Background: an optimization exercise with open tools, aiming at small area, a short achievable clock period and few clock cycles. Do not read the settings as production practice.
At most, simulation tests tie the RTL to the original design; equivalence was not proved.
No driver is modelled on the clock port, so clocking that relies on it looks cheaper here than on a real chip.
Power figures rest on the tool's default switching activity, not on a simulated workload.

the previous run:
// cc1_codec
module cc1_codec (
    input  wire        clk,
    input  wire        rst,           
    input  wire        cmd_valid,
    input  wire [31:0] cmd,
    output wire        ready,
    input  wire [7:0]  buf_we,
    input  wire [63:0] buf_wdata,
    input  wire [8:0]  arg_we,
    input  wire [71:0] arg_wdata,
    output wire [63:0] buf_q,
    output wire [71:0] arg_q,
    output wire [71:0] out_q,
    output wire [7:0]  res,
    output wire [7:0]  status
);
    localparam [7:0] TYPE_A = 8'h21, TYPE_P = 8'h3F, TYPE_R = 8'h2A;
    reg [7:0] buf_r [0:7];            
    reg [7:0] arg_r [0:8];
    reg [7:0] out0, out1, out2;       
    reg [5:0] out3;                   
    reg       out4, out5, out6;       
    reg [7:0] res_r;
    reg       ill_r;
    reg [7:0] a_hc1, a_hc2;
    reg [7:0] p_hc1, p_hc2;
    reg [6:0] p_rp1;                  
    reg [1:0] p_lc;
    reg [3:0] p_lt;
    reg [1:0] p_lf;
    reg [7:0] r_hc1, r_hc2;
    reg [5:0] r_rh1;                  
    reg [7:0] r_tp1, r_tr1;           
    reg [5:0] r_al;
    reg       r_s, r_w, r_sy;
    assign ready = 1'b1;
    genvar gi;
    generate
        for (gi = 0; gi < 8; gi = gi + 1) begin : g_bufq
            assign buf_q[8*gi +: 8] = buf_r[gi];
        end
        for (gi = 0; gi < 9; gi = gi + 1) begin : g_argq
            assign arg_q[8*gi +: 8] = arg_r[gi];
        end
    endgenerate
    assign out_q  = {8'd0, 8'd0, 7'd0, out6, 7'd0, out5, 7'd0, out4,
                     2'd0, out3, out2, out1, out0};
    assign res    = res_r;
    assign status = {7'd0, ill_r};
    wire [7:0] op     = cmd[7:0];
    wire [7:0] len    = cmd[15:8];
    wire       ck     = cmd[16];
    wire       nb     = cmd[17];
    wire       rsv_ok = (cmd[31:18] == 14'd0);
    wire [3:0] cls    = op[7:4];
    wire [1:0] v      = op[1:0];
    wire       var_ok = (op[3:2] == 2'd0) && (v != 2'd3);
    wire is_crc   = rsv_ok && (op == 8'h01);
    wire is_make  = rsv_ok && (cls == 4'h1) && var_ok;
    wire is_enc   = rsv_ok && (cls == 4'h2) && var_ok;
    wire is_dec   = rsv_ok && (cls == 4'h3) && var_ok;
    wire is_valid = rsv_ok && (cls == 4'h4) && var_ok;
    wire is_gethc = rsv_ok && (cls == 4'h5) && var_ok;
    wire is_getf  = rsv_ok && (cls == 4'h6) && (op[3:2] == 2'd0) && (v != 2'd0) && (v != 2'd3);
    wire is_legal = is_crc | is_make | is_enc | is_dec | is_valid | is_gethc | is_getf;
  ...
Size: roughly 1900 cells after synthesis, roughly 270 flip-flops.
Settings: LEC_CHECK=0, CAP_MARGIN=20, CORE_MARGIN=2, CORE_UTILIZATION=40, PLACE_DENSITY=0.6, SLEW_MARGIN=20, TNS_END_PERCENT=0; clock period 10.0 ns.
standard.sh (not shown) runs the stock make flow with config.mk's settings and CLKGATE_MAP_FILE= SYNTH_SCRIPT=/design/flow/synth_recipe.tcl, a recipe that flattens the netlist after the stock synthesis.
==> flow/flow/run.sh <==
#!/bin/bash
# ORFS layout via the standard.sh, in stages:
#  - port buffers from sky130_fd_sc_hd__buf_1 instead of the default cell;
#  - synthesis, floorplan and placement with the default setup margin;
#  - CTS and global routing with timing repair aiming for the setup margin in
#    flow/margin.txt, followed by a power (area) recovery pass after CTS
#    (flow/post_cts.tcl).
# Each make invocation logs to its own file here; ORFS keeps per-step logs
# under orfs/logs.
set -euo pipefail
export BUFFER_PORTS_ARGS="-buffer_cell sky130_fd_sc_hd__buf_1"
bash standard.sh synth > make_synth.log 2>&1
bash standard.sh floorplan > make_floorplan.log 2>&1
bash standard.sh place > make_place.log 2>&1
export SETUP_SLACK_MARGIN=$(cat flow/margin.txt)
export POST_CTS_TCL=$PWD/flow/post_cts.tcl
bash standard.sh > make_finish.log 2>&1
==> flow/flow/margin.txt <==
6.5
==> flow/flow/post_cts.tcl <==
# Area recovery after CTS timing repair: downsize cells off the critical
# paths while keeping the setup margin that the repair aimed for.
estimate_parasitics -placement
repair_timing -recover_power 100 -setup_margin $::env(SETUP_SLACK_MARGIN) -verbose
detailed_placement
check_placement -verbose
report_design_area
Testbench counts of the previous run, summed over its fixed seeds: cycles 27,999.
Setup changes, the previous run to the current run
--- a/flow/design.v
+++ b/flow/design.v
@@ -63,26 +63,28 @@
     wire is_valid = rsv_ok && (cls == 4'h4) && var_ok;
     wire is_gethc = rsv_ok && (cls == 4'h5) && var_ok;
     wire is_getf  = rsv_ok && (cls == 4'h6) && (op[3:2] == 2'd0) && (v != 2'd0) && (v != 2'd3);
     wire is_legal = is_crc | is_make | is_enc | is_dec | is_valid | is_gethc | is_getf;
     wire len7_ok = !nb && (len >= 8'd7);
     wire len8_ok = !nb && (len >= 8'd8);
     wire vA = (v == 2'd0);
     wire vP = (v == 2'd1);
     wire vR = v[1];
-    wire [6:0] mk_rp1 = (arg_r[2] > 8'd100) ? 7'd101 : arg_r[2][6:0] + 7'd1;
+    wire [6:0] inc2   = arg_r[2][6:0] + 7'd1;        
+    wire       a5_zero = (arg_r[5] == 8'd0);
+    wire [6:0] mk_rp1 = (arg_r[2] > 8'd100) ? 7'd101 : inc2;
     wire [1:0] mk_lc  = arg_r[3][1:0];
     wire [3:0] mk_lt  = (arg_r[4] < 8'd1) ? 4'd1 : (arg_r[4] > 8'd15) ? 4'd15 : arg_r[4][3:0];
-    wire [1:0] mk_lf  = (arg_r[5] < 8'd1) ? 2'd1 : (arg_r[5] > 8'd3)  ? 2'd3  : arg_r[5][1:0];
-    wire [5:0] mk_rh1 = (arg_r[2] > 8'd50)  ? 6'd51  : arg_r[2][5:0] + 6'd1;
+    wire [1:0] mk_lf  = a5_zero ? 2'd1 : (arg_r[5] > 8'd3)  ? 2'd3  : arg_r[5][1:0];
+    wire [5:0] mk_rh1 = (arg_r[2] > 8'd50)  ? 6'd51  : inc2[5:0];
     wire [7:0] mk_tp1 = (arg_r[3] > 8'd199) ? 8'd200 : arg_r[3] + 8'd1;
     wire [7:0] mk_tr1 = (arg_r[4] > 8'd199) ? 8'd200 : arg_r[4] + 8'd1;
-    wire [5:0] mk_al  = (arg_r[5] < 8'd1) ? 6'd1 : (arg_r[5] > 8'd62) ? 6'd62 : arg_r[5][5:0];
+    wire [5:0] mk_al  = a5_zero ? 6'd1 : (arg_r[5] > 8'd62) ? 6'd62 : arg_r[5][5:0];
     wire       mk_s   = (arg_r[6] != 8'd0);
     wire       mk_w   = (arg_r[7] != 8'd0);
     wire       mk_sy  = (arg_r[8] != 8'd0);
     wire       mk_valid = (arg_r[0] != 8'hFF) && (arg_r[1] != 8'hFF);
     wire [7:0] pe3 = {1'b0, p_rp1};
     wire [7:0] pe4 = {p_lf, p_lt, p_lc};
     wire [7:0] re3 = {r_w, r_s, r_rh1};
     wire [7:0] re4 = r_tp1;
     wire [7:0] re5 = r_tr1;
@@ -514,18 +516,19 @@
         else if (is_dec)
             res_n = dec_ok ? 8'h08 : 8'h00;
         else if (is_valid)
             res_n = {7'd0, sel_valid};
         else if (is_gethc)
             res_n = 8'h02;
         else if (is_getf)
             res_n = vP ? 8'h04 : 8'h07;
     end
+    wire [6:0] rpv1 = vP ? p_rp1 : {1'b0, r_rh1};
     integer i;
     always @(posedge clk) begin
         if (rst) begin
             res_r <= 8'h00;
             ill_r <= 1'b0;
             for (i = 0; i < 9; i = i + 1)
                 arg_r[i] <= 8'h00;
             out0 <= 8'h00; out1 <= 8'h00; out2 <= 8'h00; out3 <= 6'd0;
             out4 <= 1'b0;  out5 <= 1'b0;  out6 <= 1'b0;
@@ -559,25 +562,24 @@
                 r_s   <= make_go ? mk_s   : buf_r[3][6];
                 r_w   <= make_go ? mk_w   : buf_r[3][7];
                 r_sy  <= make_go ? mk_sy  : buf_r[6][7];
             end
             if (go && is_gethc) begin
                 out0 <= sel_hc1;
                 out1 <= sel_hc2;
             end
             if (go && is_getf) begin
+                out0 <= {1'b0, rpv1 - 7'd1};
                 if (vP) begin
-                    out0 <= {1'b0, p_rp1 - 7'd1};
                     out1 <= {6'd0, p_lc};
                     out2 <= {4'd0, p_lt};
                     out3 <= {4'd0, p_lf};
                 end else begin
-                    out0 <= {2'd0, r_rh1 - 6'd1};
                     out1 <= r_tp1 - 8'd1;
                     out2 <= r_tr1 - 8'd1;
                     out3 <= r_al;
                     out4 <= r_s;
                     out5 <= r_w;
                     out6 <= r_sy;
                 end
             end
         end
Notes after the runs:
The met3 layer wire length in the routed design in the current run sits 680 µm below the value recorded for the previous run.
Via-per-instance ratio delta (the previous run -> the current run): insignificant
The number of buffers outside the clock class in the layout in the current run is 0.917 times that in the previous run.
Cell area power density of the current run exceeds that of the previous run by a few percent.
Between the previous run and the current run, the flow reports die area decreasing slightly.
Summary — share of the final layout cell area in sequential cells, the current run relative to the previous run: higher, by 0.89 points.
Function not checked in the current run: the RTL went through the layout flow alone.

## separate check: timing with driven ports
The flow's constraints put no driver on any port. The routed layouts listed below were extracted and timed again, unchanged, in two steps.
Step 1: set_driving_cell puts a clkbuf_16 on clk and a buf_2 on each other input, an assumption about the parent block.
Step 2 times the ports against the registers' clock, not the clock port: input delays grow and output delays shrink by t, the midpoint of the rising clock arrivals with the driver on.
Slacks: ideal ports / drivers / drivers and shift; pairs: ideal ports / drivers.
| run | t, ns | setup WS [ns] | worst data-port slew with drivers (ns) |
|---|---|---|---|
| the previous run | 0.598 | 5.987 / 6.017 / 5.419 | 0.09 |
| the current run | 0.591 | 5.285 / 5.306 / 4.715 | 0.06 |
After both steps every run listed still meets setup and hold. The setup slack of the current run, which loses most, moves by +0.021 ns with the drivers and by -0.570 ns with both steps.
